This is an optimization exercise on Yosys and OpenROAD, whose aim is small area, a short achievable clock period and few clock cycles, not a production implementation. No functional check of the RTL was part of any run shown here. Power and IR drop assume default switching activity.

==> flow/design.v (outline; a module is shown in full before it is edited, if it fits) <==
// module pgc_units: 816 lines
// module pgc_fa: 10 lines
// module pgc_ha: 9 lines
module pgc_units (
    input  wire        clk,
    input  wire        rst,           
    input  wire        cmd_valid,
    output wire        cmd_ready,
    input  wire [3:0]  cmd_op,
    input  wire [31:0] cmd_opa,
    output reg         rsp_valid,
    output reg         rsp_refused,
    output reg  [31:0] rsp_res
);
  // ...
==> flow/flow/run.sh <==
#!/bin/bash
# The standard layout, with one change: the buffer that buffer_ports puts on
# every input and output port is the smallest plain buffer (buf_1) rather
# than the one it picks by default. Each port still gets its own buffer.
set -euo pipefail
export BUFFER_PORTS_ARGS="-buffer_cell sky130_fd_sc_hd__buf_1"
bash standard.sh > standard.log 2>&1
==> flow/standard.sh <==
#!/bin/bash
# synth_recipe.tcl (not shown) runs the flow's synth.tcl, then flattens the netlist and writes it again
# the make line also repeats each setting of config.mk as NAME=value (left out here)
make -C /OpenROAD-flow-scripts/flow DESIGN_CONFIG=/design/flow/config.mk WORK_HOME=/design/flow/orfs CLKGATE_MAP_FILE= SYNTH_SCRIPT=/design/flow/synth_recipe.tcl "${@:-finish}"
==> flow/config.mk <==
export PLATFORM = sky130hd
export DESIGN_NAME = pgc_units
export DESIGN_NICKNAME = pgc_units
export VERILOG_FILES = /design/flow/design.v
export SDC_FILE = /design/flow/constraint.sdc
export NUM_CORES = 4
export LEC_CHECK = 0
export CAP_MARGIN = 20
export CORE_MARGIN = 2
export CORE_UTILIZATION = 40
export CTS_BUF_LIST = sky130_fd_sc_hd__clkbuf_4 sky130_fd_sc_hd__clkbuf_8
export SETUP_SLACK_MARGIN = 5
export SLEW_MARGIN = 20
export SYNTH_HIERARCHICAL = 1
==> flow/constraint.sdc <==
create_clock -name core_clock -period 8.0 [get_ports {clk}]
set_input_delay 1.6000 -clock core_clock [delete_from_list [all_inputs] [get_ports {clk}]]
set_output_delay 1.6000 -clock core_clock [all_outputs]
set_load 0.01 [all_outputs]
==> results.py, run 1 <==
metrics = {
    "outcome": {
        "outcome": "complete, no violations",
    },
    "synth": {
        "ys_ff_latch": 181,
        "synth_area_leaders": "sky130_fd_sc_hd__fa_1 (30%), sky130_fd_sc_hd__dfxtp_1 (23%), sky130_fd_sc_hd__edfxtp_1 (12%)",
        "synth_xor_area_share_pct": 11.2,
        "synth-edff-count": 48,
        "synth_fp_nets": 1229,
    },
    "pwr": {
        "pg_clk_mw": 0.611,
        "power.density_nw_per_um2": 221,
        "power_frac_clock_pct": 20.5,
        "power.ir.vdd_worst_uv": 120,
    },
    "floorplanning": {
        "die-width_um": 174,
    },
    "route": {
        "initialDrtViolationCount": 418,
    },
    "layout": {
        "largest_reg_flops": 64,
        "layout-drive-gt1-share_pct": 14.7,
        "clockNetworkAreaShare_pct": 2.84,
        "post-route-cell-area_um2": 13500,
        "buffers_excl_clock": 147,
    },
    "critical_path": {
        "crit_chain": "buf_1 -> nor4b_2 -> nand3_4 -> nand3_1 -> or3_1 -> nor4_2 -> nor4b_1",
        "worstPathMaxFanout": 15,
        "worstSetupEndpointType": "flop",
        "cp.arrival_ns": 3.40,
        "reg2reg_from": "lcg[3]",
        "cp-start-kind": "primary input",
    },
    "clock_network": {
        "post_cts_buffers": 58,
    },
    "placement": {
        "dp_worst_setup_slack_ns": 4.09,
    },
    "run": {
        "max-cap-violations": 0,
    },
    "timing": {
        "clock-skew-final_ns": 0.0207,
        "maxSlewHeadroom_pct": 29.9,
        "hold_viol_final": 0,
        "worst_slew_pin_slew_ns": 1.04,
    },
    "hold_path": {
        "hold_path_depth": 1,
    },
}
==> inputs of run 2 (changes only) <==
==> flow/design.v (replaced) <==
module pgc_units (
    input  wire        clk,
    input  wire        rst,           
    input  wire        cmd_valid,
    output wire        cmd_ready,
    input  wire [3:0]  cmd_op,
    input  wire [31:0] cmd_opa,
    output reg         rsp_valid,
    output reg         rsp_refused,
    output reg  [31:0] rsp_res
);
    localparam [3:0] OP_CRC_NEW   = 4'h1;
    localparam [3:0] OP_CRC_UPD   = 4'h2;
    localparam [3:0] OP_CRC_SUM16 = 4'h3;
    localparam [3:0] OP_CIPH_NEW  = 4'h4;
    localparam [3:0] OP_CIPH_ENC  = 4'h5;
    localparam [15:0] CRC_INIT     = 16'hC387;
    localparam [15:0] CRC_FEEDBACK = 16'hC37B;
    localparam [31:0] KEY          = 32'h43202F2F;
    localparam [29:0] POS_INIT     = 30'h3F7FFFD0;   
    reg [15:0] crc;
    reg [31:0] lcg;
    reg [29:0] pos;
    reg        busy;      
    function [15:0] crc_update;
        input [15:0] c_in;
        input [7:0]  b;
        reg   [15:0] c;
        integer      i;
        begin
            c = c_in ^ {8'h00, b};
            for (i = 0; i < 8; i = i + 1)
                c = c[0] ? ((c >> 1) ^ CRC_FEEDBACK) : (c >> 1);
            crc_update = c;
        end
    endfunction
    wire [31:0] lcg_next;
    wire [31:0] res_next;
    wire a_s0, a_c0;
    pgc_ha a_ha0 (.a(lcg[4]), .b(lcg[0]), .s(a_s0), .co(a_c0));
    wire a_s1, a_c1;
    pgc_fa a_fa1 (.a(lcg[5]), .b(~lcg[3]), .c(lcg[1]), .s(a_s1), .co(a_c1));
    wire a_s2, a_c2;
    pgc_fa a_fa2 (.a(lcg[6]), .b(~lcg[4]), .c(lcg[2]), .s(a_s2), .co(a_c2));
    wire a_s3, a_c3;
    pgc_ha a_ha3 (.a(lcg[7]), .b(lcg[3]), .s(a_s3), .co(a_c3));
    wire a_s4, a_c4;
    pgc_fa a_fa4 (.a(~lcg[5]), .b(lcg[0]), .c(a_c2), .s(a_s4), .co(a_c4));
    wire a_s5, a_c5;
    pgc_fa a_fa5 (.a(lcg[8]), .b(lcg[4]), .c(lcg[1]), .s(a_s5), .co(a_c5));
    wire a_s6, a_c6;
    pgc_fa a_fa6 (.a(~lcg[6]), .b(a_c3), .c(a_s5), .s(a_s6), .co(a_c6));
    wire a_s7, a_c7;
    pgc_ha a_ha7 (.a(lcg[9]), .b(lcg[5]), .s(a_s7), .co(a_c7));
    wire a_s8, a_c8;
    pgc_fa a_fa8 (.a(~lcg[7]), .b(lcg[2]), .c(lcg[0]), .s(a_s8), .co(a_c8));
    wire a_s9, a_c9;
    pgc_fa a_fa9 (.a(a_c5), .b(a_s7), .c(a_s8), .s(a_s9), .co(a_c9));
    wire a_s10, a_c10;
    pgc_fa a_fa10 (.a(lcg[10]), .b(lcg[6]), .c(lcg[3]), .s(a_s10), .co(a_c10));
    wire a_s11, a_c11;
    pgc_fa a_fa11 (.a(~lcg[8]), .b(lcg[1]), .c(a_c7), .s(a_s11), .co(a_c11));
    wire a_s12, a_c12;
    pgc_fa a_fa12 (.a(a_c8), .b(a_s10), .c(a_s11), .s(a_s12), .co(a_c12));
    wire a_s13, a_c13;
    pgc_fa a_fa13 (.a(lcg[11]), .b(lcg[7]), .c(lcg[4]), .s(a_s13), .co(a_c13));
    wire a_s14, a_c14;
    pgc_fa a_fa14 (.a(lcg[9]), .b(~lcg[2]), .c(lcg[0]), .s(a_s14), .co(a_c14));
    wire a_s15, a_c15;
    pgc_fa a_fa15 (.a(a_c10), .b(a_s13), .c(~a_s14), .s(a_s15), .co(a_c15));
    wire a_s16, a_c16;
    pgc_fa a_fa16 (.a(a_c11), .b(a_s15), .c(a_c12), .s(a_s16), .co(a_c16));
    wire a_s17, a_c17;
    pgc_fa a_fa17 (.a(lcg[12]), .b(lcg[8]), .c(lcg[5]), .s(a_s17), .co(a_c17));
    wire a_s18, a_c18;
    pgc_fa a_fa18 (.a(lcg[10]), .b(~lcg[3]), .c(lcg[1]), .s(a_s18), .co(a_c18));
    wire a_s19, a_c19;
    pgc_fa a_fa19 (.a(a_c13), .b(~a_c14), .c(a_s17), .s(a_s19), .co(a_c19));
    wire a_s20, a_c20;
    pgc_fa a_fa20 (.a(~a_s18), .b(a_c15), .c(a_s19), .s(a_s20), .co(a_c20));
    wire a_s21, a_c21;
    pgc_ha a_ha21 (.a(lcg[13]), .b(lcg[9]), .s(a_s21), .co(a_c21));
    wire a_s22, a_c22;
    pgc_fa a_fa22 (.a(lcg[6]), .b(lcg[4]), .c(lcg[0]), .s(a_s22), .co(a_c22));
    wire a_s23, a_c23;
    pgc_fa a_fa23 (.a(lcg[11]), .b(lcg[2]), .c(a_c18), .s(a_s23), .co(a_c23));
    wire a_s24, a_c24;
    pgc_fa a_fa24 (.a(a_c17), .b(a_s21), .c(a_s22), .s(a_s24), .co(a_c24));
    wire a_s25, a_c25;
    pgc_fa a_fa25 (.a(a_c19), .b(~a_s23), .c(a_s24), .s(a_s25), .co(a_c25));
    wire a_s26, a_c26;
    pgc_fa a_fa26 (.a(lcg[14]), .b(lcg[10]), .c(lcg[7]), .s(a_s26), .co(a_c26));
    wire a_s27, a_c27;
    pgc_fa a_fa27 (.a(lcg[12]), .b(~lcg[5]), .c(lcg[3]), .s(a_s27), .co(a_c27));
    wire a_s28, a_c28;
    pgc_fa a_fa28 (.a(lcg[1]), .b(a_c21), .c(a_c22), .s(a_s28), .co(a_c28));
    wire a_s29, a_c29;
    pgc_fa a_fa29 (.a(~a_s26), .b(a_s27), .c(a_c23), .s(a_s29), .co(a_c29));
    wire a_s30, a_c30;
    pgc_fa a_fa30 (.a(a_c24), .b(a_s28), .c(a_c25), .s(a_s30), .co(a_c30));
    wire a_s31, a_c31;
    pgc_fa a_fa31 (.a(lcg[15]), .b(lcg[11]), .c(lcg[8]), .s(a_s31), .co(a_c31));
    wire a_s32, a_c32;
    pgc_fa a_fa32 (.a(lcg[13]), .b(lcg[4]), .c(lcg[0]), .s(a_s32), .co(a_c32));
    wire a_s33, a_c33;
    pgc_fa a_fa33 (.a(lcg[6]), .b(lcg[2]), .c(a_c26), .s(a_s33), .co(a_c33));
    wire a_s34, a_c34;
    pgc_fa a_fa34 (.a(a_c27), .b(~a_s31), .c(a_s32), .s(a_s34), .co(a_c34));
    wire a_s35, a_c35;
    pgc_fa a_fa35 (.a(a_c28), .b(a_s33), .c(~a_s34), .s(a_s35), .co(a_c35));
    wire a_s36, a_c36;
    pgc_fa a_fa36 (.a(~a_c29), .b(a_s35), .c(a_c30), .s(a_s36), .co(a_c36));
    wire a_s37, a_c37;
    pgc_fa a_fa37 (.a(lcg[16]), .b(lcg[12]), .c(lcg[9]), .s(a_s37), .co(a_c37));
    wire a_s38, a_c38;
    pgc_fa a_fa38 (.a(lcg[14]), .b(lcg[5]), .c(lcg[1]), .s(a_s38), .co(a_c38));
    wire a_s39, a_c39;
    pgc_fa a_fa39 (.a(lcg[7]), .b(lcg[3]), .c(a_c31), .s(a_s39), .co(a_c39));
    wire a_s40, a_c40;
    pgc_fa a_fa40 (.a(a_c32), .b(~a_s37), .c(a_s38), .s(a_s40), .co(a_c40));
    wire a_s41, a_c41;
    pgc_fa a_fa41 (.a(a_c33), .b(a_s39), .c(~a_c34), .s(a_s41), .co(a_c41));
    wire a_s42, a_c42;
    pgc_fa a_fa42 (.a(~a_s40), .b(a_s41), .c(a_c35), .s(a_s42), .co(a_c42));
    wire a_s43, a_c43;
    pgc_fa a_fa43 (.a(lcg[17]), .b(lcg[13]), .c(lcg[10]), .s(a_s43), .co(a_c43));
    wire a_s44, a_c44;
    pgc_fa a_fa44 (.a(lcg[15]), .b(lcg[6]), .c(lcg[2]), .s(a_s44), .co(a_c44));
    wire a_s45, a_c45;
    pgc_fa a_fa45 (.a(lcg[8]), .b(lcg[4]), .c(a_c37), .s(a_s45), .co(a_c45));
    wire a_s46, a_c46;
    pgc_fa a_fa46 (.a(a_c38), .b(~a_s43), .c(a_s44), .s(a_s46), .co(a_c46));
    wire a_s47, a_c47;
    pgc_fa a_fa47 (.a(a_c39), .b(a_s45), .c(~a_c40), .s(a_s47), .co(a_c47));
    wire a_s48, a_c48;
    pgc_fa a_fa48 (.a(~a_s46), .b(a_c41), .c(a_s47), .s(a_s48), .co(a_c48));
    wire a_s49, a_c49;
    pgc_fa a_fa49 (.a(lcg[18]), .b(lcg[14]), .c(lcg[11]), .s(a_s49), .co(a_c49));
    wire a_s50, a_c50;
    pgc_fa a_fa50 (.a(lcg[16]), .b(lcg[7]), .c(lcg[3]), .s(a_s50), .co(a_c50));
    wire a_s51, a_c51;
    pgc_fa a_fa51 (.a(lcg[9]), .b(lcg[5]), .c(~lcg[0]), .s(a_s51), .co(a_c51));
    wire a_s52, a_c52;
    pgc_fa a_fa52 (.a(a_c43), .b(~a_c44), .c(a_s49), .s(a_s52), .co(a_c52));
    wire a_s53, a_c53;
    pgc_fa a_fa53 (.a(~a_s50), .b(a_s51), .c(a_c45), .s(a_s53), .co(a_c53));
    wire a_s54, a_c54;
    pgc_fa a_fa54 (.a(~a_c46), .b(a_s52), .c(a_s53), .s(a_s54), .co(a_c54));
    wire a_s55, a_c55;
    pgc_fa a_fa55 (.a(a_c47), .b(a_s54), .c(a_c48), .s(a_s55), .co(a_c55));
    wire a_s56, a_c56;
    pgc_fa a_fa56 (.a(lcg[19]), .b(lcg[15]), .c(lcg[12]), .s(a_s56), .co(a_c56));
    wire a_s57, a_c57;
    pgc_fa a_fa57 (.a(lcg[17]), .b(lcg[8]), .c(lcg[4]), .s(a_s57), .co(a_c57));
    wire a_s58, a_c58;
    pgc_fa a_fa58 (.a(lcg[10]), .b(lcg[6]), .c(~lcg[1]), .s(a_s58), .co(a_c58));
    wire a_s59, a_c59;
    pgc_fa a_fa59 (.a(a_c49), .b(~a_c50), .c(a_c51), .s(a_s59), .co(a_c59));
    wire a_s60, a_c60;
    pgc_fa a_fa60 (.a(a_s56), .b(~a_s57), .c(a_s58), .s(a_s60), .co(a_c60));
    wire a_s61, a_c61;
    pgc_fa a_fa61 (.a(a_c52), .b(a_s59), .c(a_s60), .s(a_s61), .co(a_c61));
    wire a_s62, a_c62;
    pgc_fa a_fa62 (.a(a_c53), .b(a_s61), .c(a_c54), .s(a_s62), .co(a_c62));
    wire a_s63, a_c63;
    pgc_fa a_fa63 (.a(lcg[20]), .b(lcg[16]), .c(lcg[13]), .s(a_s63), .co(a_c63));
    wire a_s64, a_c64;
    pgc_fa a_fa64 (.a(lcg[18]), .b(lcg[9]), .c(lcg[5]), .s(a_s64), .co(a_c64));
    wire a_s65, a_c65;
    pgc_fa a_fa65 (.a(lcg[11]), .b(lcg[7]), .c(~lcg[2]), .s(a_s65), .co(a_c65));
    wire a_s66, a_c66;
    pgc_fa a_fa66 (.a(a_c56), .b(~a_c57), .c(a_c58), .s(a_s66), .co(a_c66));
    wire a_s67, a_c67;
    pgc_fa a_fa67 (.a(a_s63), .b(~a_s64), .c(a_s65), .s(a_s67), .co(a_c67));
    wire a_s68, a_c68;
    pgc_fa a_fa68 (.a(a_c59), .b(a_c60), .c(a_s66), .s(a_s68), .co(a_c68));
    wire a_s69, a_c69;
    pgc_fa a_fa69 (.a(a_s67), .b(a_c61), .c(a_s68), .s(a_s69), .co(a_c69));
    wire a_s70, a_c70;
    pgc_ha a_ha70 (.a(lcg[21]), .b(lcg[17]), .s(a_s70), .co(a_c70));
    wire a_s71, a_c71;
    pgc_fa a_fa71 (.a(lcg[19]), .b(lcg[10]), .c(lcg[6]), .s(a_s71), .co(a_c71));
    wire a_s72, a_c72;
    pgc_fa a_fa72 (.a(lcg[14]), .b(lcg[12]), .c(lcg[8]), .s(a_s72), .co(a_c72));
    wire a_s73, a_c73;
    pgc_fa a_fa73 (.a(~lcg[3]), .b(lcg[0]), .c(a_c63), .s(a_s73), .co(a_c73));
    wire a_s74, a_c74;
    pgc_fa a_fa74 (.a(a_c65), .b(a_s70), .c(a_s72), .s(a_s74), .co(a_c74));
    wire a_s75, a_c75;
    pgc_fa a_fa75 (.a(~a_c64), .b(a_c66), .c(a_s73), .s(a_s75), .co(a_c75));
    wire a_s76, a_c76;
    pgc_fa a_fa76 (.a(~a_s71), .b(a_c67), .c(a_s74), .s(a_s76), .co(a_c76));
    wire a_s77, a_c77;
    pgc_fa a_fa77 (.a(a_c68), .b(a_s75), .c(a_s76), .s(a_s77), .co(a_c77));
    wire a_s78, a_c78;
    pgc_fa a_fa78 (.a(lcg[22]), .b(lcg[18]), .c(lcg[15]), .s(a_s78), .co(a_c78));
    wire a_s79, a_c79;
    pgc_fa a_fa79 (.a(lcg[20]), .b(lcg[11]), .c(lcg[7]), .s(a_s79), .co(a_c79));
    wire a_s80, a_c80;
    pgc_fa a_fa80 (.a(lcg[13]), .b(lcg[9]), .c(lcg[1]), .s(a_s80), .co(a_c80));
    wire a_s81, a_c81;
    pgc_fa a_fa81 (.a(~lcg[4]), .b(a_c70), .c(a_c72), .s(a_s81), .co(a_c81));
    wire a_s82, a_c82;
    pgc_fa a_fa82 (.a(~a_c71), .b(a_s78), .c(a_s80), .s(a_s82), .co(a_c82));
    wire a_s83, a_c83;
    pgc_fa a_fa83 (.a(a_c73), .b(a_c74), .c(a_s81), .s(a_s83), .co(a_c83));
    wire a_s84, a_c84;
    pgc_fa a_fa84 (.a(~a_s79), .b(a_s82), .c(a_c75), .s(a_s84), .co(a_c84));
    wire a_s85, a_c85;
    pgc_fa a_fa85 (.a(a_c76), .b(a_s83), .c(a_s84), .s(a_s85), .co(a_c85));
    wire a_s86, a_c86;
    pgc_ha a_ha86 (.a(lcg[23]), .b(lcg[19]), .s(a_s86), .co(a_c86));
    wire a_s87, a_c87;
    pgc_fa a_fa87 (.a(lcg[21]), .b(lcg[12]), .c(lcg[8]), .s(a_s87), .co(a_c87));
    wire a_s88, a_c88;
    pgc_fa a_fa88 (.a(lcg[16]), .b(lcg[14]), .c(lcg[10]), .s(a_s88), .co(a_c88));
    wire a_s89, a_c89;
    pgc_fa a_fa89 (.a(~lcg[5]), .b(lcg[2]), .c(lcg[0]), .s(a_s89), .co(a_c89));
    wire a_s90, a_c90;
    pgc_fa a_fa90 (.a(a_c78), .b(~a_c79), .c(a_c80), .s(a_s90), .co(a_c90));
    wire a_s91, a_c91;
    pgc_fa a_fa91 (.a(a_s86), .b(a_s88), .c(a_s89), .s(a_s91), .co(a_c91));
    wire a_s92, a_c92;
    pgc_fa a_fa92 (.a(~a_s87), .b(a_c81), .c(a_c82), .s(a_s92), .co(a_c92));
    wire a_s93, a_c93;
    pgc_fa a_fa93 (.a(a_s90), .b(a_s91), .c(a_c83), .s(a_s93), .co(a_c93));
    wire a_s94, a_c94;
    pgc_fa a_fa94 (.a(a_s92), .b(a_c84), .c(a_s93), .s(a_s94), .co(a_c94));
    wire a_s95, a_c95;
    pgc_fa a_fa95 (.a(lcg[24]), .b(lcg[20]), .c(lcg[17]), .s(a_s95), .co(a_c95));
    wire a_s96, a_c96;
    pgc_fa a_fa96 (.a(lcg[22]), .b(lcg[13]), .c(lcg[9]), .s(a_s96), .co(a_c96));
    wire a_s97, a_c97;
    pgc_fa a_fa97 (.a(lcg[15]), .b(lcg[11]), .c(lcg[3]), .s(a_s97), .co(a_c97));
    wire a_s98, a_c98;
    pgc_fa a_fa98 (.a(lcg[1]), .b(a_c86), .c(a_c88), .s(a_s98), .co(a_c98));
    wire a_s99, a_c99;
    pgc_fa a_fa99 (.a(lcg[6]), .b(a_c87), .c(a_s96), .s(a_s99), .co(a_c99));
    wire a_s100, a_c100;
    pgc_fa a_fa100 (.a(a_c89), .b(a_s95), .c(a_s97), .s(a_s100), .co(a_c100));
    wire a_s101, a_c101;
    pgc_fa a_fa101 (.a(a_c90), .b(a_s98), .c(a_c91), .s(a_s101), .co(a_c101));
    wire a_s102, a_c102;
    pgc_fa a_fa102 (.a(~a_s99), .b(a_s100), .c(a_c92), .s(a_s102), .co(a_c102));
    wire a_s103, a_c103;
    pgc_fa a_fa103 (.a(a_s101), .b(a_c93), .c(a_s102), .s(a_s103), .co(a_c103));
    wire a_s104, a_c104;
    pgc_fa a_fa104 (.a(lcg[25]), .b(lcg[21]), .c(lcg[18]), .s(a_s104), .co(a_c104));
    wire a_s105, a_c105;
    pgc_fa a_fa105 (.a(lcg[23]), .b(lcg[14]), .c(lcg[10]), .s(a_s105), .co(a_c105));
    wire a_s106, a_c106;
    pgc_fa a_fa106 (.a(lcg[16]), .b(lcg[12]), .c(lcg[4]), .s(a_s106), .co(a_c106));
    wire a_s107, a_c107;
    pgc_fa a_fa107 (.a(lcg[2]), .b(a_c95), .c(a_c97), .s(a_s107), .co(a_c107));
    wire a_s108, a_c108;
    pgc_fa a_fa108 (.a(lcg[7]), .b(a_c96), .c(a_s105), .s(a_s108), .co(a_c108));
    wire a_s109, a_c109;
    pgc_fa a_fa109 (.a(a_s104), .b(a_s106), .c(a_c98), .s(a_s109), .co(a_c109));
    wire a_s110, a_c110;
    pgc_fa a_fa110 (.a(~a_c99), .b(a_c100), .c(a_s107), .s(a_s110), .co(a_c110));
    wire a_s111, a_c111;
    pgc_fa a_fa111 (.a(~a_s108), .b(a_s109), .c(a_c101), .s(a_s111), .co(a_c111));
    wire a_s112, a_c112;
    pgc_fa a_fa112 (.a(a_s110), .b(a_c102), .c(a_s111), .s(a_s112), .co(a_c112));
    wire a_s113, a_c113;
    pgc_fa a_fa113 (.a(lcg[26]), .b(lcg[22]), .c(lcg[19]), .s(a_s113), .co(a_c113));
    wire a_s114, a_c114;
    pgc_fa a_fa114 (.a(lcg[24]), .b(lcg[15]), .c(lcg[11]), .s(a_s114), .co(a_c114));
    wire a_s115, a_c115;
    pgc_fa a_fa115 (.a(lcg[17]), .b(lcg[13]), .c(lcg[5]), .s(a_s115), .co(a_c115));
    wire a_s116, a_c116;
    pgc_fa a_fa116 (.a(lcg[3]), .b(a_c104), .c(a_c106), .s(a_s116), .co(a_c116));
    wire a_s117, a_c117;
    pgc_fa a_fa117 (.a(lcg[8]), .b(a_c105), .c(a_s114), .s(a_s117), .co(a_c117));
    wire a_s118, a_c118;
    pgc_fa a_fa118 (.a(a_s113), .b(a_s115), .c(a_c107), .s(a_s118), .co(a_c118));
    wire a_s119, a_c119;
    pgc_fa a_fa119 (.a(a_c108), .b(~a_s116), .c(a_s117), .s(a_s119), .co(a_c119));
    wire a_s120, a_c120;
    pgc_fa a_fa120 (.a(a_c109), .b(a_s118), .c(a_c110), .s(a_s120), .co(a_c120));
    wire a_s121, a_c121;
    pgc_fa a_fa121 (.a(~a_s119), .b(a_c111), .c(a_s120), .s(a_s121), .co(a_c121));
    wire a_s122, a_c122;
    pgc_fa a_fa122 (.a(lcg[27]), .b(lcg[23]), .c(lcg[20]), .s(a_s122), .co(a_c122));
    wire a_s123, a_c123;
    pgc_fa a_fa123 (.a(lcg[25]), .b(lcg[16]), .c(lcg[12]), .s(a_s123), .co(a_c123));
    wire a_s124, a_c124;
    pgc_fa a_fa124 (.a(lcg[18]), .b(lcg[14]), .c(lcg[6]), .s(a_s124), .co(a_c124));
    wire a_s125, a_c125;
    pgc_fa a_fa125 (.a(lcg[4]), .b(a_c113), .c(a_c115), .s(a_s125), .co(a_c125));
    wire a_s126, a_c126;
    pgc_fa a_fa126 (.a(lcg[9]), .b(a_c114), .c(a_s123), .s(a_s126), .co(a_c126));
    wire a_s127, a_c127;
    pgc_fa a_fa127 (.a(a_s122), .b(a_s124), .c(a_c116), .s(a_s127), .co(a_c127));
    wire a_s128, a_c128;
    pgc_fa a_fa128 (.a(a_c117), .b(~a_s125), .c(a_s126), .s(a_s128), .co(a_c128));
    wire a_s129, a_c129;
    pgc_fa a_fa129 (.a(a_c118), .b(a_s127), .c(~a_c119), .s(a_s129), .co(a_c129));
    wire a_s130, a_c130;
    pgc_fa a_fa130 (.a(~a_s128), .b(a_c120), .c(a_s129), .s(a_s130), .co(a_c130));
    wire a_s131, a_c131;
    pgc_ha a_ha131 (.a(lcg[28]), .b(lcg[24]), .s(a_s131), .co(a_c131));
    wire a_s132, a_c132;
    pgc_fa a_fa132 (.a(lcg[26]), .b(lcg[17]), .c(lcg[13]), .s(a_s132), .co(a_c132));
    wire a_s133, a_c133;
    pgc_fa a_fa133 (.a(lcg[21]), .b(lcg[19]), .c(lcg[15]), .s(a_s133), .co(a_c133));
    wire a_s134, a_c134;
    pgc_fa a_fa134 (.a(lcg[7]), .b(lcg[5]), .c(lcg[0]), .s(a_s134), .co(a_c134));
    wire a_s135, a_c135;
    pgc_fa a_fa135 (.a(~lcg[10]), .b(a_c122), .c(a_c124), .s(a_s135), .co(a_c135));
    wire a_s136, a_c136;
    pgc_fa a_fa136 (.a(a_s131), .b(a_s133), .c(a_s134), .s(a_s136), .co(a_c136));
    wire a_s137, a_c137;
    pgc_fa a_fa137 (.a(a_c123), .b(a_s132), .c(~a_c125), .s(a_s137), .co(a_c137));
    wire a_s138, a_c138;
    pgc_fa a_fa138 (.a(~a_c126), .b(a_s135), .c(a_s136), .s(a_s138), .co(a_c138));
    wire a_s139, a_c139;
    pgc_fa a_fa139 (.a(~a_c127), .b(a_s137), .c(a_c128), .s(a_s139), .co(a_c139));
    wire a_s140, a_c140;
    pgc_fa a_fa140 (.a(a_s138), .b(a_c129), .c(~a_s139), .s(a_s140), .co(a_c140));
    wire a_s141, a_c141;
    pgc_fa a_fa141 (.a(lcg[29]), .b(lcg[25]), .c(lcg[22]), .s(a_s141), .co(a_c141));
    wire a_s142, a_c142;
    pgc_fa a_fa142 (.a(lcg[27]), .b(lcg[18]), .c(lcg[14]), .s(a_s142), .co(a_c142));
    wire a_s143, a_c143;
    pgc_fa a_fa143 (.a(lcg[20]), .b(lcg[16]), .c(lcg[8]), .s(a_s143), .co(a_c143));
    wire a_s144, a_c144;
    pgc_fa a_fa144 (.a(~lcg[11]), .b(lcg[6]), .c(lcg[1]), .s(a_s144), .co(a_c144));
    wire a_s145, a_c145;
    pgc_fa a_fa145 (.a(a_c131), .b(a_c133), .c(a_c134), .s(a_s145), .co(a_c145));
    wire a_s146, a_c146;
    pgc_fa a_fa146 (.a(~a_c132), .b(a_s141), .c(a_s143), .s(a_s146), .co(a_c146));
    wire a_s147, a_c147;
    pgc_fa a_fa147 (.a(~a_s142), .b(a_s144), .c(a_c135), .s(a_s147), .co(a_c147));
    wire a_s148, a_c148;
    pgc_fa a_fa148 (.a(a_c136), .b(a_s145), .c(a_s146), .s(a_s148), .co(a_c148));
    wire a_s149, a_c149;
    pgc_fa a_fa149 (.a(~a_c137), .b(a_s147), .c(a_c138), .s(a_s149), .co(a_c149));
    wire a_s150, a_c150;
    pgc_fa a_fa150 (.a(a_s148), .b(~a_c139), .c(a_s149), .s(a_s150), .co(a_c150));
    wire a_s151, a_c151;
    pgc_fa a_fa151 (.a(lcg[30]), .b(lcg[26]), .c(lcg[23]), .s(a_s151), .co(a_c151));
    wire a_s152, a_c152;
    pgc_fa a_fa152 (.a(lcg[28]), .b(lcg[19]), .c(lcg[15]), .s(a_s152), .co(a_c152));
    wire a_s153, a_c153;
    pgc_fa a_fa153 (.a(lcg[21]), .b(lcg[17]), .c(lcg[9]), .s(a_s153), .co(a_c153));
    wire a_s154, a_c154;
    pgc_fa a_fa154 (.a(~lcg[12]), .b(lcg[7]), .c(lcg[2]), .s(a_s154), .co(a_c154));
    wire a_s155, a_c155;
    pgc_fa a_fa155 (.a(a_c141), .b(a_c143), .c(a_c144), .s(a_s155), .co(a_c155));
    wire a_s156, a_c156;
    pgc_fa a_fa156 (.a(~a_c142), .b(a_s151), .c(a_s153), .s(a_s156), .co(a_c156));
    wire a_s157, a_c157;
    pgc_fa a_fa157 (.a(~a_s152), .b(a_s154), .c(a_c145), .s(a_s157), .co(a_c157));
    wire a_s158, a_c158;
    pgc_fa a_fa158 (.a(a_c146), .b(a_s155), .c(a_s156), .s(a_s158), .co(a_c158));
    wire a_s159, a_c159;
    pgc_fa a_fa159 (.a(a_c147), .b(a_s157), .c(a_c148), .s(a_s159), .co(a_c159));
    wire a_s160, a_c160;
    pgc_fa a_fa160 (.a(a_s158), .b(a_c149), .c(a_s159), .s(a_s160), .co(a_c160));
    wire a_s161, a_c161;
    pgc_fa a_fa161 (.a(lcg[31]), .b(lcg[27]), .c(lcg[24]), .s(a_s161), .co(a_c161));
    wire a_s162, a_c162;
    pgc_fa a_fa162 (.a(lcg[29]), .b(lcg[20]), .c(lcg[16]), .s(a_s162), .co(a_c162));
    wire a_s163, a_c163;
    pgc_fa a_fa163 (.a(lcg[22]), .b(lcg[18]), .c(lcg[10]), .s(a_s163), .co(a_c163));
    wire a_s164, a_c164;
    pgc_fa a_fa164 (.a(~lcg[13]), .b(lcg[8]), .c(lcg[3]), .s(a_s164), .co(a_c164));
    wire a_s165, a_c165;
    pgc_fa a_fa165 (.a(~lcg[0]), .b(a_c151), .c(a_c153), .s(a_s165), .co(a_c165));
    wire a_s166, a_c166;
    pgc_fa a_fa166 (.a(a_c154), .b(a_s161), .c(a_s163), .s(a_s166), .co(a_c166));
    wire a_s167, a_c167;
    pgc_fa a_fa167 (.a(a_c152), .b(a_s162), .c(~a_s164), .s(a_s167), .co(a_c167));
    wire a_s168, a_c168;
    pgc_fa a_fa168 (.a(a_c155), .b(a_c156), .c(a_s165), .s(a_s168), .co(a_c168));
    wire a_s169, a_c169;
    pgc_fa a_fa169 (.a(a_s166), .b(~a_s167), .c(a_c157), .s(a_s169), .co(a_c169));
    wire a_s170, a_c170;
    pgc_fa a_fa170 (.a(a_c158), .b(a_s168), .c(a_s169), .s(a_s170), .co(a_c170));
    wire [9:0] a_lo;
    wire a_p0 = ~lcg[0];
    wire a_p1 = ~lcg[1] ^ 1'b1;
    wire a_g1 = ~lcg[1] & 1'b1;
    wire a_p2 = ~lcg[2] ^ lcg[0];
    wire a_g2 = ~lcg[2] & lcg[0];
    wire a_p3 = ~lcg[3] ^ lcg[1];
    wire a_g3 = ~lcg[3] & lcg[1];
    wire a_p4 = lcg[2] ^ ~a_s0;
    wire a_g4 = lcg[2] & ~a_s0;
    wire a_p5 = ~a_c0 ^ ~a_s1;
    wire a_g5 = ~a_c0 & ~a_s1;
    wire a_p6 = ~a_c1 ^ ~a_s2;
    wire a_g6 = ~a_c1 & ~a_s2;
    wire a_p7 = ~a_s3 ^ ~a_s4;
    wire a_g7 = ~a_s3 & ~a_s4;
    wire a_p8 = ~a_c4 ^ ~a_s6;
    wire a_g8 = ~a_c4 & ~a_s6;
    wire a_p9 = ~a_c6 ^ ~a_s9;
    wire a_g9 = ~a_c6 & ~a_s9;
    wire a_Gs0_1 = a_g1;
    wire a_Ps0_1 = (a_p1 & a_p0);
    wire a_Gs0_3 = (a_g3 | (a_p3 & a_g2));
    wire a_Ps0_3 = (a_p3 & a_p2);
    wire a_Gs0_5 = (a_g5 | (a_p5 & a_g4));
    wire a_Ps0_5 = (a_p5 & a_p4);
    wire a_Gs0_7 = (a_g7 | (a_p7 & a_g6));
    wire a_Ps0_7 = (a_p7 & a_p6);
    wire a_Gs0_9 = (a_g9 | (a_p9 & a_g8));
    wire a_Ps0_9 = (a_p9 & a_p8);
    wire a_Gs1_2 = (a_g2 | (a_p2 & a_Gs0_1));
    wire a_Ps1_2 = (a_p2 & a_Ps0_1);
    wire a_Gs1_3 = (a_Gs0_3 | (a_Ps0_3 & a_Gs0_1));
    wire a_Ps1_3 = (a_Ps0_3 & a_Ps0_1);
    wire a_Gs1_6 = (a_g6 | (a_p6 & a_Gs0_5));
    wire a_Ps1_6 = (a_p6 & a_Ps0_5);
    wire a_Gs1_7 = (a_Gs0_7 | (a_Ps0_7 & a_Gs0_5));
    wire a_Ps1_7 = (a_Ps0_7 & a_Ps0_5);
    wire a_Gs2_4 = (a_g4 | (a_p4 & a_Gs1_3));
    wire a_Ps2_4 = (a_p4 & a_Ps1_3);
    wire a_Gs2_5 = (a_Gs0_5 | (a_Ps0_5 & a_Gs1_3));
    wire a_Ps2_5 = (a_Ps0_5 & a_Ps1_3);
    wire a_Gs2_6 = (a_Gs1_6 | (a_Ps1_6 & a_Gs1_3));
    wire a_Ps2_6 = (a_Ps1_6 & a_Ps1_3);
    wire a_Gs2_7 = (a_Gs1_7 | (a_Ps1_7 & a_Gs1_3));
    wire a_Ps2_7 = (a_Ps1_7 & a_Ps1_3);
    wire a_Gs3_8 = (a_g8 | (a_p8 & a_Gs2_7));
    wire a_Ps3_8 = (a_p8 & a_Ps2_7);
    wire a_Gs3_9 = (a_Gs0_9 | (a_Ps0_9 & a_Gs2_7));
    wire a_Ps3_9 = (a_Ps0_9 & a_Ps2_7);
    assign a_lo[0] = a_p0;
    assign a_lo[1] = a_p1;
    assign a_lo[2] = a_p2 ^ a_Gs0_1;
    assign a_lo[3] = a_p3 ^ a_Gs1_2;
    assign a_lo[4] = a_p4 ^ a_Gs1_3;
    assign a_lo[5] = a_p5 ^ a_Gs2_4;
    assign a_lo[6] = a_p6 ^ a_Gs2_5;
    assign a_lo[7] = a_p7 ^ a_Gs2_6;
    assign a_lo[8] = a_p8 ^ a_Gs2_7;
    assign a_lo[9] = a_p9 ^ a_Gs3_8;
    wire a_lo_c = a_Gs3_9;
    wire [52:0] pc_d;
    reg  [52:0] pc_q;
    assign pc_d[0] = a_lo[0];
    assign pc_d[1] = a_lo[1];
    assign pc_d[2] = a_lo[2];
    assign pc_d[3] = a_lo[3];
    assign pc_d[4] = a_lo[4];
    assign pc_d[5] = a_lo[5];
    assign pc_d[6] = a_lo[6];
    assign pc_d[7] = a_lo[7];
    assign pc_d[8] = a_lo[8];
    assign pc_d[9] = a_lo[9];
    assign pc_d[10] = a_lo_c;
    assign pc_d[11] = a_c9;
    assign pc_d[12] = a_s12;
    assign pc_d[13] = a_s16;
    assign pc_d[14] = a_c16;
    assign pc_d[15] = a_s20;
    assign pc_d[16] = a_c20;
    assign pc_d[17] = a_s25;
    assign pc_d[18] = a_s29;
    assign pc_d[19] = a_s30;
    assign pc_d[20] = a_s36;
    assign pc_d[21] = a_c36;
    assign pc_d[22] = a_s42;
    assign pc_d[23] = a_c42;
    assign pc_d[24] = a_s48;
    assign pc_d[25] = a_s55;
    assign pc_d[26] = a_c55;
    assign pc_d[27] = a_s62;
    assign pc_d[28] = a_c62;
    assign pc_d[29] = a_s69;
    assign pc_d[30] = a_c69;
    assign pc_d[31] = a_s77;
    assign pc_d[32] = a_c77;
    assign pc_d[33] = a_s85;
    assign pc_d[34] = a_c85;
    assign pc_d[35] = a_s94;
    assign pc_d[36] = a_c94;
    assign pc_d[37] = a_s103;
    assign pc_d[38] = a_c103;
    assign pc_d[39] = a_s112;
    assign pc_d[40] = a_c112;
    assign pc_d[41] = a_s121;
    assign pc_d[42] = a_c121;
    assign pc_d[43] = a_s130;
    assign pc_d[44] = a_c130;
    assign pc_d[45] = a_s140;
    assign pc_d[46] = a_c140;
    assign pc_d[47] = a_s150;
    assign pc_d[48] = a_c150;
    assign pc_d[49] = a_s160;
    assign pc_d[50] = a_c159;
    assign pc_d[51] = a_s170;
    assign pc_d[52] = a_c160;
    wire b_s0, b_c0;
    pgc_fa b_fa0 (.a(~pc_q[10]), .b(pc_q[11]), .c(pc_q[12]), .s(b_s0), .co(b_c0));
    wire b_s1, b_c1;
    pgc_fa b_fa1 (.a(pc_q[50]), .b(pc_q[51]), .c(pc_q[52]), .s(b_s1), .co(b_c1));
    wire b_p0 = pc_q[0];
    wire b_p1 = pc_q[1];
    wire b_p2 = pc_q[2];
    wire b_p3 = pc_q[3];
    wire b_p4 = pc_q[4];
    wire b_p5 = pc_q[5];
    wire b_p6 = pc_q[6];
    wire b_p7 = pc_q[7];
    wire b_p8 = pc_q[8];
    wire b_p9 = pc_q[9];
    wire b_p10 = ~b_s0;
    wire b_p11 = ~pc_q[13] ^ ~b_c0;
    wire b_g11 = ~pc_q[13] & ~b_c0;
    wire b_p12 = ~pc_q[14] ^ ~pc_q[15];
    wire b_g12 = ~pc_q[14] & ~pc_q[15];
    wire b_p13 = ~pc_q[16] ^ ~pc_q[17];
    wire b_g13 = ~pc_q[16] & ~pc_q[17];
    wire b_p14 = pc_q[18] ^ ~pc_q[19];
    wire b_g14 = pc_q[18] & ~pc_q[19];
    wire b_p15 = ~pc_q[20];
    wire b_p16 = ~pc_q[21] ^ ~pc_q[22];
    wire b_g16 = ~pc_q[21] & ~pc_q[22];
    wire b_p17 = ~pc_q[23] ^ ~pc_q[24];
    wire b_g17 = ~pc_q[23] & ~pc_q[24];
    wire b_p18 = ~pc_q[25];
    wire b_p19 = ~pc_q[26] ^ ~pc_q[27];
    wire b_g19 = ~pc_q[26] & ~pc_q[27];
    wire b_p20 = ~pc_q[28] ^ ~pc_q[29];
    wire b_g20 = ~pc_q[28] & ~pc_q[29];
    wire b_p21 = ~pc_q[30] ^ ~pc_q[31];
    wire b_g21 = ~pc_q[30] & ~pc_q[31];
    wire b_p22 = ~pc_q[32] ^ ~pc_q[33];
    wire b_g22 = ~pc_q[32] & ~pc_q[33];
    wire b_p23 = ~pc_q[34] ^ ~pc_q[35];
    wire b_g23 = ~pc_q[34] & ~pc_q[35];
    wire b_p24 = ~pc_q[36] ^ ~pc_q[37];
    wire b_g24 = ~pc_q[36] & ~pc_q[37];
    wire b_p25 = ~pc_q[38] ^ ~pc_q[39];
    wire b_g25 = ~pc_q[38] & ~pc_q[39];
    wire b_p26 = ~pc_q[40] ^ ~pc_q[41];
    wire b_g26 = ~pc_q[40] & ~pc_q[41];
    wire b_p27 = ~pc_q[42] ^ ~pc_q[43];
    wire b_g27 = ~pc_q[42] & ~pc_q[43];
    wire b_p28 = ~pc_q[44] ^ ~pc_q[45];
    wire b_g28 = ~pc_q[44] & ~pc_q[45];
    wire b_p29 = ~pc_q[46] ^ ~pc_q[47];
    wire b_g29 = ~pc_q[46] & ~pc_q[47];
    wire b_p30 = ~pc_q[48] ^ ~pc_q[49];
    wire b_g30 = ~pc_q[48] & ~pc_q[49];
    wire b_p31 = ~b_s1;
    wire b_Ps0_1 = (b_p1 & b_p0);
    wire b_Ps0_3 = (b_p3 & b_p2);
    wire b_Ps0_5 = (b_p5 & b_p4);
    wire b_Ps0_7 = (b_p7 & b_p6);
    wire b_Ps0_9 = (b_p9 & b_p8);
    wire b_Gs0_11 = b_g11;
    wire b_Ps0_11 = (b_p11 & b_p10);
    wire b_Gs0_13 = (b_g13 | (b_p13 & b_g12));
    wire b_Ps0_13 = (b_p13 & b_p12);
    wire b_Gs0_15 = (b_p15 & b_g14);
    wire b_Ps0_15 = (b_p15 & b_p14);
    wire b_Gs0_17 = (b_g17 | (b_p17 & b_g16));
    wire b_Ps0_17 = (b_p17 & b_p16);
    wire b_Gs0_19 = b_g19;
    wire b_Ps0_19 = (b_p19 & b_p18);
    wire b_Gs0_21 = (b_g21 | (b_p21 & b_g20));
    wire b_Ps0_21 = (b_p21 & b_p20);
    wire b_Gs0_23 = (b_g23 | (b_p23 & b_g22));
    wire b_Ps0_23 = (b_p23 & b_p22);
    wire b_Gs0_25 = (b_g25 | (b_p25 & b_g24));
    wire b_Ps0_25 = (b_p25 & b_p24);
    wire b_Gs0_27 = (b_g27 | (b_p27 & b_g26));
    wire b_Ps0_27 = (b_p27 & b_p26);
    wire b_Gs0_29 = (b_g29 | (b_p29 & b_g28));
    wire b_Ps0_29 = (b_p29 & b_p28);
    wire b_Gs0_31 = (b_p31 & b_g30);
    wire b_Ps0_31 = (b_p31 & b_p30);
    wire b_Ps1_2 = (b_p2 & b_Ps0_1);
    wire b_Ps1_3 = (b_Ps0_3 & b_Ps0_1);
    wire b_Ps1_6 = (b_p6 & b_Ps0_5);
    wire b_Ps1_7 = (b_Ps0_7 & b_Ps0_5);
    wire b_Ps1_10 = (b_p10 & b_Ps0_9);
    wire b_Gs1_11 = b_Gs0_11;
    wire b_Ps1_11 = (b_Ps0_11 & b_Ps0_9);
    wire b_Gs1_14 = (b_g14 | (b_p14 & b_Gs0_13));
    wire b_Ps1_14 = (b_p14 & b_Ps0_13);
    wire b_Gs1_15 = (b_Gs0_15 | (b_Ps0_15 & b_Gs0_13));
    wire b_Ps1_15 = (b_Ps0_15 & b_Ps0_13);
    wire b_Gs1_18 = (b_p18 & b_Gs0_17);
    wire b_Ps1_18 = (b_p18 & b_Ps0_17);
    wire b_Gs1_19 = (b_Gs0_19 | (b_Ps0_19 & b_Gs0_17));
    wire b_Ps1_19 = (b_Ps0_19 & b_Ps0_17);
    wire b_Gs1_22 = (b_g22 | (b_p22 & b_Gs0_21));
    wire b_Ps1_22 = (b_p22 & b_Ps0_21);
    wire b_Gs1_23 = (b_Gs0_23 | (b_Ps0_23 & b_Gs0_21));
    wire b_Ps1_23 = (b_Ps0_23 & b_Ps0_21);
    wire b_Gs1_26 = (b_g26 | (b_p26 & b_Gs0_25));
    wire b_Ps1_26 = (b_p26 & b_Ps0_25);
    wire b_Gs1_27 = (b_Gs0_27 | (b_Ps0_27 & b_Gs0_25));
    wire b_Ps1_27 = (b_Ps0_27 & b_Ps0_25);
    wire b_Gs1_30 = (b_g30 | (b_p30 & b_Gs0_29));
    wire b_Ps1_30 = (b_p30 & b_Ps0_29);
    wire b_Gs1_31 = (b_Gs0_31 | (b_Ps0_31 & b_Gs0_29));
    wire b_Ps1_31 = (b_Ps0_31 & b_Ps0_29);
    wire b_Ps2_4 = (b_p4 & b_Ps1_3);
    wire b_Ps2_5 = (b_Ps0_5 & b_Ps1_3);
    wire b_Ps2_6 = (b_Ps1_6 & b_Ps1_3);
    wire b_Ps2_7 = (b_Ps1_7 & b_Ps1_3);
    wire b_Gs2_12 = (b_g12 | (b_p12 & b_Gs1_11));
    wire b_Ps2_12 = (b_p12 & b_Ps1_11);
    wire b_Gs2_13 = (b_Gs0_13 | (b_Ps0_13 & b_Gs1_11));
    wire b_Ps2_13 = (b_Ps0_13 & b_Ps1_11);
    wire b_Gs2_14 = (b_Gs1_14 | (b_Ps1_14 & b_Gs1_11));
    wire b_Ps2_14 = (b_Ps1_14 & b_Ps1_11);
    wire b_Gs2_15 = (b_Gs1_15 | (b_Ps1_15 & b_Gs1_11));
    wire b_Ps2_15 = (b_Ps1_15 & b_Ps1_11);
    wire b_Gs2_20 = (b_g20 | (b_p20 & b_Gs1_19));
    wire b_Ps2_20 = (b_p20 & b_Ps1_19);
    wire b_Gs2_21 = (b_Gs0_21 | (b_Ps0_21 & b_Gs1_19));
    wire b_Ps2_21 = (b_Ps0_21 & b_Ps1_19);
    wire b_Gs2_22 = (b_Gs1_22 | (b_Ps1_22 & b_Gs1_19));
    wire b_Ps2_22 = (b_Ps1_22 & b_Ps1_19);
    wire b_Gs2_23 = (b_Gs1_23 | (b_Ps1_23 & b_Gs1_19));
    wire b_Ps2_23 = (b_Ps1_23 & b_Ps1_19);
    wire b_Gs2_28 = (b_g28 | (b_p28 & b_Gs1_27));
    wire b_Ps2_28 = (b_p28 & b_Ps1_27);
    wire b_Gs2_29 = (b_Gs0_29 | (b_Ps0_29 & b_Gs1_27));
    wire b_Ps2_29 = (b_Ps0_29 & b_Ps1_27);
    wire b_Gs2_30 = (b_Gs1_30 | (b_Ps1_30 & b_Gs1_27));
    wire b_Ps2_30 = (b_Ps1_30 & b_Ps1_27);
    wire b_Gs2_31 = (b_Gs1_31 | (b_Ps1_31 & b_Gs1_27));
    wire b_Ps2_31 = (b_Ps1_31 & b_Ps1_27);
    wire b_Ps3_8 = (b_p8 & b_Ps2_7);
    wire b_Ps3_9 = (b_Ps0_9 & b_Ps2_7);
    wire b_Ps3_10 = (b_Ps1_10 & b_Ps2_7);
    wire b_Gs3_11 = b_Gs1_11;
    wire b_Ps3_11 = (b_Ps1_11 & b_Ps2_7);
    wire b_Gs3_12 = b_Gs2_12;
    wire b_Ps3_12 = (b_Ps2_12 & b_Ps2_7);
    wire b_Gs3_13 = b_Gs2_13;
    wire b_Ps3_13 = (b_Ps2_13 & b_Ps2_7);
    wire b_Gs3_14 = b_Gs2_14;
    wire b_Ps3_14 = (b_Ps2_14 & b_Ps2_7);
    wire b_Gs3_15 = b_Gs2_15;
    wire b_Ps3_15 = (b_Ps2_15 & b_Ps2_7);
    wire b_Gs3_24 = (b_g24 | (b_p24 & b_Gs2_23));
    wire b_Ps3_24 = (b_p24 & b_Ps2_23);
    wire b_Gs3_25 = (b_Gs0_25 | (b_Ps0_25 & b_Gs2_23));
    wire b_Ps3_25 = (b_Ps0_25 & b_Ps2_23);
    wire b_Gs3_26 = (b_Gs1_26 | (b_Ps1_26 & b_Gs2_23));
    wire b_Ps3_26 = (b_Ps1_26 & b_Ps2_23);
    wire b_Gs3_27 = (b_Gs1_27 | (b_Ps1_27 & b_Gs2_23));
    wire b_Ps3_27 = (b_Ps1_27 & b_Ps2_23);
    wire b_Gs3_28 = (b_Gs2_28 | (b_Ps2_28 & b_Gs2_23));
    wire b_Ps3_28 = (b_Ps2_28 & b_Ps2_23);
    wire b_Gs3_29 = (b_Gs2_29 | (b_Ps2_29 & b_Gs2_23));
    wire b_Ps3_29 = (b_Ps2_29 & b_Ps2_23);
    wire b_Gs3_30 = (b_Gs2_30 | (b_Ps2_30 & b_Gs2_23));
    wire b_Ps3_30 = (b_Ps2_30 & b_Ps2_23);
    wire b_Gs3_31 = (b_Gs2_31 | (b_Ps2_31 & b_Gs2_23));
    wire b_Ps3_31 = (b_Ps2_31 & b_Ps2_23);
    wire b_Gs4_16 = (b_g16 | (b_p16 & b_Gs3_15));
    wire b_Ps4_16 = (b_p16 & b_Ps3_15);
    wire b_Gs4_17 = (b_Gs0_17 | (b_Ps0_17 & b_Gs3_15));
    wire b_Ps4_17 = (b_Ps0_17 & b_Ps3_15);
    wire b_Gs4_18 = (b_Gs1_18 | (b_Ps1_18 & b_Gs3_15));
    wire b_Ps4_18 = (b_Ps1_18 & b_Ps3_15);
    wire b_Gs4_19 = (b_Gs1_19 | (b_Ps1_19 & b_Gs3_15));
    wire b_Ps4_19 = (b_Ps1_19 & b_Ps3_15);
    wire b_Gs4_20 = (b_Gs2_20 | (b_Ps2_20 & b_Gs3_15));
    wire b_Ps4_20 = (b_Ps2_20 & b_Ps3_15);
    wire b_Gs4_21 = (b_Gs2_21 | (b_Ps2_21 & b_Gs3_15));
    wire b_Ps4_21 = (b_Ps2_21 & b_Ps3_15);
    wire b_Gs4_22 = (b_Gs2_22 | (b_Ps2_22 & b_Gs3_15));
    wire b_Ps4_22 = (b_Ps2_22 & b_Ps3_15);
    wire b_Gs4_23 = (b_Gs2_23 | (b_Ps2_23 & b_Gs3_15));
    wire b_Ps4_23 = (b_Ps2_23 & b_Ps3_15);
    wire b_Gs4_24 = (b_Gs3_24 | (b_Ps3_24 & b_Gs3_15));
    wire b_Ps4_24 = (b_Ps3_24 & b_Ps3_15);
    wire b_Gs4_25 = (b_Gs3_25 | (b_Ps3_25 & b_Gs3_15));
    wire b_Ps4_25 = (b_Ps3_25 & b_Ps3_15);
    wire b_Gs4_26 = (b_Gs3_26 | (b_Ps3_26 & b_Gs3_15));
    wire b_Ps4_26 = (b_Ps3_26 & b_Ps3_15);
    wire b_Gs4_27 = (b_Gs3_27 | (b_Ps3_27 & b_Gs3_15));
    wire b_Ps4_27 = (b_Ps3_27 & b_Ps3_15);
    wire b_Gs4_28 = (b_Gs3_28 | (b_Ps3_28 & b_Gs3_15));
    wire b_Ps4_28 = (b_Ps3_28 & b_Ps3_15);
    wire b_Gs4_29 = (b_Gs3_29 | (b_Ps3_29 & b_Gs3_15));
    wire b_Ps4_29 = (b_Ps3_29 & b_Ps3_15);
    wire b_Gs4_30 = (b_Gs3_30 | (b_Ps3_30 & b_Gs3_15));
    wire b_Ps4_30 = (b_Ps3_30 & b_Ps3_15);
    wire b_Gs4_31 = (b_Gs3_31 | (b_Ps3_31 & b_Gs3_15));
    wire b_Ps4_31 = (b_Ps3_31 & b_Ps3_15);
    assign lcg_next[0] = b_p0;
    assign res_next[0] = b_p0 ^ rsp_res[0];
    assign lcg_next[1] = b_p1;
    assign res_next[1] = b_p1 ^ rsp_res[1];
    assign lcg_next[2] = b_p2;
    assign res_next[2] = b_p2 ^ rsp_res[2];
    assign lcg_next[3] = b_p3;
    assign res_next[3] = b_p3 ^ rsp_res[3];
    assign lcg_next[4] = b_p4;
    assign res_next[4] = b_p4 ^ rsp_res[4];
    assign lcg_next[5] = b_p5;
    assign res_next[5] = b_p5 ^ rsp_res[5];
    assign lcg_next[6] = b_p6;
    assign res_next[6] = b_p6 ^ rsp_res[6];
    assign lcg_next[7] = b_p7;
    assign res_next[7] = b_p7 ^ rsp_res[7];
    assign lcg_next[8] = b_p8;
    assign res_next[8] = b_p8 ^ rsp_res[8];
    assign lcg_next[9] = b_p9;
    assign res_next[9] = b_p9 ^ rsp_res[9];
    assign lcg_next[10] = b_p10;
    assign res_next[10] = b_p10 ^ rsp_res[10];
    assign lcg_next[11] = b_p11;
    assign res_next[11] = b_p11 ^ rsp_res[11];
    assign lcg_next[12] = b_p12 ^ b_Gs3_11;
    assign res_next[12] = b_p12 ^ rsp_res[12] ^ b_Gs3_11;
    assign lcg_next[13] = b_p13 ^ b_Gs3_12;
    assign res_next[13] = b_p13 ^ rsp_res[13] ^ b_Gs3_12;
    assign lcg_next[14] = b_p14 ^ b_Gs3_13;
    assign res_next[14] = b_p14 ^ rsp_res[14] ^ b_Gs3_13;
    assign lcg_next[15] = b_p15 ^ b_Gs3_14;
    assign res_next[15] = b_p15 ^ rsp_res[15] ^ b_Gs3_14;
    assign lcg_next[16] = b_p16 ^ b_Gs3_15;
    assign res_next[16] = b_p16 ^ rsp_res[16] ^ b_Gs3_15;
    assign lcg_next[17] = b_p17 ^ b_Gs4_16;
    assign res_next[17] = b_p17 ^ rsp_res[17] ^ b_Gs4_16;
    assign lcg_next[18] = b_p18 ^ b_Gs4_17;
    assign res_next[18] = b_p18 ^ rsp_res[18] ^ b_Gs4_17;
    assign lcg_next[19] = b_p19 ^ b_Gs4_18;
    assign res_next[19] = b_p19 ^ rsp_res[19] ^ b_Gs4_18;
    assign lcg_next[20] = b_p20 ^ b_Gs4_19;
    assign res_next[20] = b_p20 ^ rsp_res[20] ^ b_Gs4_19;
    assign lcg_next[21] = b_p21 ^ b_Gs4_20;
    assign res_next[21] = b_p21 ^ rsp_res[21] ^ b_Gs4_20;
    assign lcg_next[22] = b_p22 ^ b_Gs4_21;
    assign res_next[22] = b_p22 ^ rsp_res[22] ^ b_Gs4_21;
    assign lcg_next[23] = b_p23 ^ b_Gs4_22;
    assign res_next[23] = b_p23 ^ rsp_res[23] ^ b_Gs4_22;
    assign lcg_next[24] = b_p24 ^ b_Gs4_23;
    assign res_next[24] = b_p24 ^ rsp_res[24] ^ b_Gs4_23;
    assign lcg_next[25] = b_p25 ^ b_Gs4_24;
    assign res_next[25] = b_p25 ^ rsp_res[25] ^ b_Gs4_24;
    assign lcg_next[26] = b_p26 ^ b_Gs4_25;
    assign res_next[26] = b_p26 ^ rsp_res[26] ^ b_Gs4_25;
    assign lcg_next[27] = b_p27 ^ b_Gs4_26;
    assign res_next[27] = b_p27 ^ rsp_res[27] ^ b_Gs4_26;
    assign lcg_next[28] = b_p28 ^ b_Gs4_27;
    assign res_next[28] = b_p28 ^ rsp_res[28] ^ b_Gs4_27;
    assign lcg_next[29] = b_p29 ^ b_Gs4_28;
    assign res_next[29] = b_p29 ^ rsp_res[29] ^ b_Gs4_28;
    assign lcg_next[30] = b_p30 ^ b_Gs4_29;
    assign res_next[30] = b_p30 ^ rsp_res[30] ^ b_Gs4_29;
    assign lcg_next[31] = b_p31 ^ b_Gs4_30;
    assign res_next[31] = b_p31 ^ rsp_res[31] ^ b_Gs4_30;
    assign cmd_ready = ~busy;
    wire accept     = cmd_valid & ~busy;
    wire is_crc_new = cmd_op == OP_CRC_NEW;
    wire is_crc_upd = cmd_op == OP_CRC_UPD;
    wire is_sum16   = cmd_op == OP_CRC_SUM16;
    wire is_new     = cmd_op == OP_CIPH_NEW;
    wire is_enc     = cmd_op == OP_CIPH_ENC;
    reg  [4:1]  pos_gz;
    wire [4:1]  pos_gz_d;
    wire [29:0] pos_zero;
    genvar gi, gj;
    generate for (gi = 0; gi < 5; gi = gi + 1) begin : g_pos
        if (gi == 0) begin : g_first
            assign pos_zero[0] = 1'b1;
        end else begin : g_rest
            assign pos_gz_d[gi] = ~|pos[6*gi-1:0];
            assign pos_zero[6*gi] = pos_gz[gi];
        end
        for (gj = 1; gj < 6; gj = gj + 1) begin : g_bit
            assign pos_zero[6*gi+gj] = pos_zero[6*gi+gj-1] & ~pos[6*gi+gj-1];
        end
    end endgenerate
    always @(posedge clk) begin
        pc_q <= pc_d;
        if (rst) begin
            rsp_valid <= 1'b0;
            busy      <= 1'b0;
        end else begin
            rsp_valid <= busy | (accept & ~is_enc);
            busy      <= accept & is_enc;
        end
        rsp_refused <= ~busy & (cmd_op[3] | (cmd_op[2] & cmd_op[1]));
        if (busy)
            rsp_res <= res_next;
        else if (is_sum16)
            rsp_res <= {16'h0000, crc};
        else
            rsp_res <= cmd_opa ^ {pos, 2'b00} ^ KEY;
        if (accept) begin
            if (is_crc_new) crc <= CRC_INIT;
            if (is_crc_upd) crc <= crc_update(crc, cmd_opa[7:0]);
            if (is_new)     lcg <= cmd_opa;
        end
        if (busy) lcg <= lcg_next;
        pos <= (accept & is_new) ? POS_INIT : pos ^ (pos_zero & {30{busy}});
        pos_gz <= (accept & is_new) ? 4'b0000 : pos_gz_d;    
    end
endmodule
module pgc_fa (
    input  wire a,
    input  wire b,
    input  wire c,
    output wire s,
    output wire co
);
    assign s  = a ^ b ^ c;
    assign co = (a & b) | (a & c) | (b & c);
endmodule
module pgc_ha (
    input  wire a,
    input  wire b,
    output wire s,
    output wire co
);
    assign s  = a ^ b;
    assign co = a & b;
endmodule
==> results.py, run 2 <==
metrics = {
    "outcome": {
        "outcome": "complete, no violations",
    },
    "critical_path": {
        "cp-start-kind": "flop",
        "maximum_single_stage_delay_on_the_critical_path_ns": 0.56,
        "worstSetupEndpointType": "flop",
        "ff2ff_path_depth": 6,
        "crit_chain": "buf_4 -> fa_2 -> fa_2 -> fa_2 -> fa_1 -> fa_1",
        "cp.arrival_ns": 3.42,
        "highest_delay_cell_along_the_critical_path": "sky130_fd_sc_hd__fa_2",
        "crit_start": "lcg[5]",
        "ff_to_ff_setup_slack_ns": 4.93,
        "worst_r2r_endpoint": "pc_q[47]",
        "worstPathMaxFanout": 3,
        "cp.required_ns": 8.35,
        "timing.critical_path.mode_cell": "sky130_fd_sc_hd__fa_2",
        "timing_worst_setup_path_type": "flop to flop",
        "reg2reg_from": "lcg[5]",
    },
    "synth": {
        "synthesis.yosys.warnings": 7,
        "synthesis.area_per_instance_um2": 11.9,
        "yosysMostFrequentCell": "sky130_fd_sc_hd__fa_1",
        "synthDominantAreaCellType": "sky130_fd_sc_hd__fa_1",
        "ys_ff_latch": 170,
        "synthesis.instances": 957,
        "synth_area_leaders": "sky130_fd_sc_hd__fa_1 (30%), sky130_fd_sc_hd__dfxtp_1 (22%), sky130_fd_sc_hd__edfxtp_1 (13%)",
        "synth_xor_area_share_pct": 11.6,
        "synth_area_um2": 11300,
        "synth_adder_area_share_pct": 33.9,
        "asyncSetResetFlopFracSynth_pct": 0,
        "ys_seq_area_share_pct": 34.2,
        "synth_largest_type_area_fraction_pct": 30.2,
        "synthSimpleGateAreaFrac_pct": 7.09,
        "post_synth_num_cell_types": 48,
        "synth-edff-count": 48,
        "postSynth.topFlopCell": "sky130_fd_sc_hd__dfxtp_1",
        "yosys-top-cells-count": "sky130_fd_sc_hd__fa_1 (171), sky130_fd_sc_hd__dfxtp_1 (122), sky130_fd_sc_hd__inv_1 (116)",
        "synth_fp_nets": 1201,
        "synth-compound-area-share_pct": 6.08,
        "muxShareOfSynthArea_pct": 2.48,
        "synth_top_family_by_area": "adder cells",
    },
    "placement": {
        "placed_area_um2": 12200,
        "gp_congestion": 0.849,
        "dp_hpwl_um": 20300,
        "place.port_buffers": 73,
        "dp_worst_setup_slack_ns": 4.35,
    },
    "clock_network": {
        "clock_latency_ns": 0.49,
        "cts_tree": "done",
        "clock_sink_count": 170,
        "cts_inserted_buffers": 17,
        "path_clk_slew_ns": 0.10,
        "clk_root_buffer_cell": "sky130_fd_sc_hd__clkbuf_8",
        "clock_tree.buffer_depth": 2,
        "htreeDepth": 4,
    },
    "floorplanning": {
        "die-width_um": 172,
        "die_area_um2": 29700,
        "die_height_um": 172,
        "num_rows": 61,
        "start_util_pct": 40.7,
        "io-pin-count": 74,
        "placeableCoreArea_um2": 27900,
    },
    "route": {
        "routed-via-count": 7307,
        "drc_errors": 0,
        "routed_wire_length_per_instance_um": 18.9,
        "wire_length_reported_by_the_detailed_router_um": 28700,
        "final_antenna_net_count": 0,
        "drt_pre_antenna_iters": 4,
        "detail_route.vias_per_cell": 4.81,
        "initialDrtViolationCount": 421,
    },
    "layout": {
        "reg.largest.list": "pc_q x53, lcg x32, rsp_res x32",
        "nNetsFinal": 1371,
        "largest_reg_flops": 53,
        "syn2layout_area_growth_pct": 21.3,
        "most-common-layout-cells": "sky130_fd_sc_hd__fa_1 (125), sky130_fd_sc_hd__dfxtp_1 (116), sky130_fd_sc_hd__inv_1 (108)",
        "post-route-cell-area_um2": 13800,
        "largest_register": "pc_q",
        "final_common_cell": "sky130_fd_sc_hd__fa_1",
        "antenna-diode-count": 0,
        "layout-drive-gt1-share_pct": 22.8,
    },
    "timing": {
        "layout_min_cycle_time_ns": 3.07,
        "clock-skew-final_ns": 0.0230,
        "final.setup.tns_ns": 0,
        "final-max-slew-violation-count": 0,
        "worst_slew_pin_slew_ns": 1.02,
        "final.period_utilization_pct": 38.3,
        "hold_viol_final": 0,
        "grt_setup_unrepaired": "true",
        "maxSlewHeadroom_pct": 31.2,
        "clock.fmax_ghz": 0.326,
        "setup_viol_count_final": 0,
        "final_critical_path_setup_slack_ns": 4.93,
        "worst_hold_slack_ns": 0.399,
    },
    "grt": {
        "wire_length_of_the_first_global_routing_pass_um": 44600,
        "grt_max_degree": 69,
        "first_global_vias": 7761,
        "globalRouteOverflowTotal": 0,
        "grt_antenna_before_repair": 1,
        "grt.total_usage_pct": 20.7,
    },
    "run": {
        "max-cap-violations": 0,
    },
    "hold_path": {
        "worstHoldStart": "lcg[1]",
        "min_to": "pc_q[1]",
        "holdCritPathClass": "flop to flop",
        "hold_path_depth": 0,
    },
    "pwr": {
        "power_leakage_nw": 5.54,
        "power.ir.vdd_worst_uv": 119,
        "total_power_mw": 3.00,
        "power.density_nw_per_um2": 218,
    },
}
run 2: worst max-delay path by stage:
stage / endpoint / slack [ns] / cells after the start
after global routing: pc_q[45] / 4.89 / 7
after global placement: pos_gz[4] / 4.40 / 7
after CTS: lcg[30] / 4.91 / 12
after floorplan: crc[0] / 4.79 / 8
after detailed placement: pos_gz[4] / 4.35 / 7
final: pc_q[47] / 4.93 / 6
run 2: repair_timing:
| action | 4_1_cts | 5_1_grt |
|---|---|---|
| resized for setup | 29 | 58 |
| cloned | 1 | 0 |
| hold buffers | 0 | 0 |
| buffers inserted | 72 | 25 |
| endpoints found under the setup margin | 73 | 83 |
| pin swaps | 13 | 37 |
run 2: cells by family after synthesis:
family	count (synthesis)
fa+ha+maj	205
buf+inv	139
flops	170
mux	25
xor+xnor	144
simple gates	163
compound gates	111
run 2: layer usage:
metal	share of wire, %	vias to the layer above	track usage (%)	wire, µm
li1	-	3434	-	-
met1	43	3639	26.4	12300
met2	48	195	33.9	13800
met3	4.9	39	4.49	1420
met4	3.8	0	8.88	1090
met5	0	-	0	0
run 2: power by group:
group | total, mW | switching, mW | internal [mW]
registers | 1.11 | 0.0940 | 1.02
clock network | 0.611 | 0.379 | 0.233
logic | 1.28 | 0.658 | 0.619
total | 3.00 | 1.13 | 1.87
run 2: modules after synthesis, one instance, submodules excluded:
module,copies in the design,area [µm²],cells
pgc_fa,166,20.0,1
pgc_ha,7,12.5,1
pgc_units,1,7930,784
run 2: critical path, delay by kind of cell, from the launching register on:
family | cells | cell delay (ns)
adders and majority gates | 5 | 2.33
buffers and inverters | 1 | 0.18
DFF | 1 | 0.44
run 2: final cells by class:
class | instances | area (µm²)
fill | 2493 | 14100
tap | 378 | 473
clock inverter | 15 | 150
inverter | 116 | 442
sequential | 170 | 3890
clock buffer | 17 | 234
timing repair buffer | 173 | 1180
multi-input combinational | 649 | 7390
run 2: stage by stage:
stage	cells	utilization (%)
after floorplan	957	-
after global placement	1388	43.8
after detailed placement	1388	43.8
after CTS	1493	47.9
after global routing	1518	49.4
final	1518	49.4

-- port drivers added, routing unchanged --
The flow's constraints put no driver on any port. The routed layouts listed below were extracted and timed again, unchanged, in two steps. Step 1 assumes that a clkbuf_16 drives the clock port and a buf_2 every other input. Step 2, shift: input delay + t, output delay - t, t = (earliest + latest rising clock arrival at the registers) / 2. This alone moves slack from input paths to output paths. a / b / c = ideal ports / drivers / drivers and shift; a / b = the first two.
run | t, ns | slack for setup (ns) | worst setup path after step 2 | clock arrival spread, ns | worst register clock-pin slew, ns
run 1 | 0.511 | 4.973 / 4.952 / 4.441 | input to register | 0.022 / 0.022 | 0.11 / 0.11
run 2 | 0.516 | 4.933 / 4.933 / 4.554 | input to register | 0.025 / 0.025 | 0.12 / 0.12
After both steps every run listed still meets setup and hold. For run 1, which loses most, drivers alone change the setup slack by -0.021 ns; drivers and shift together by -0.532 ns.
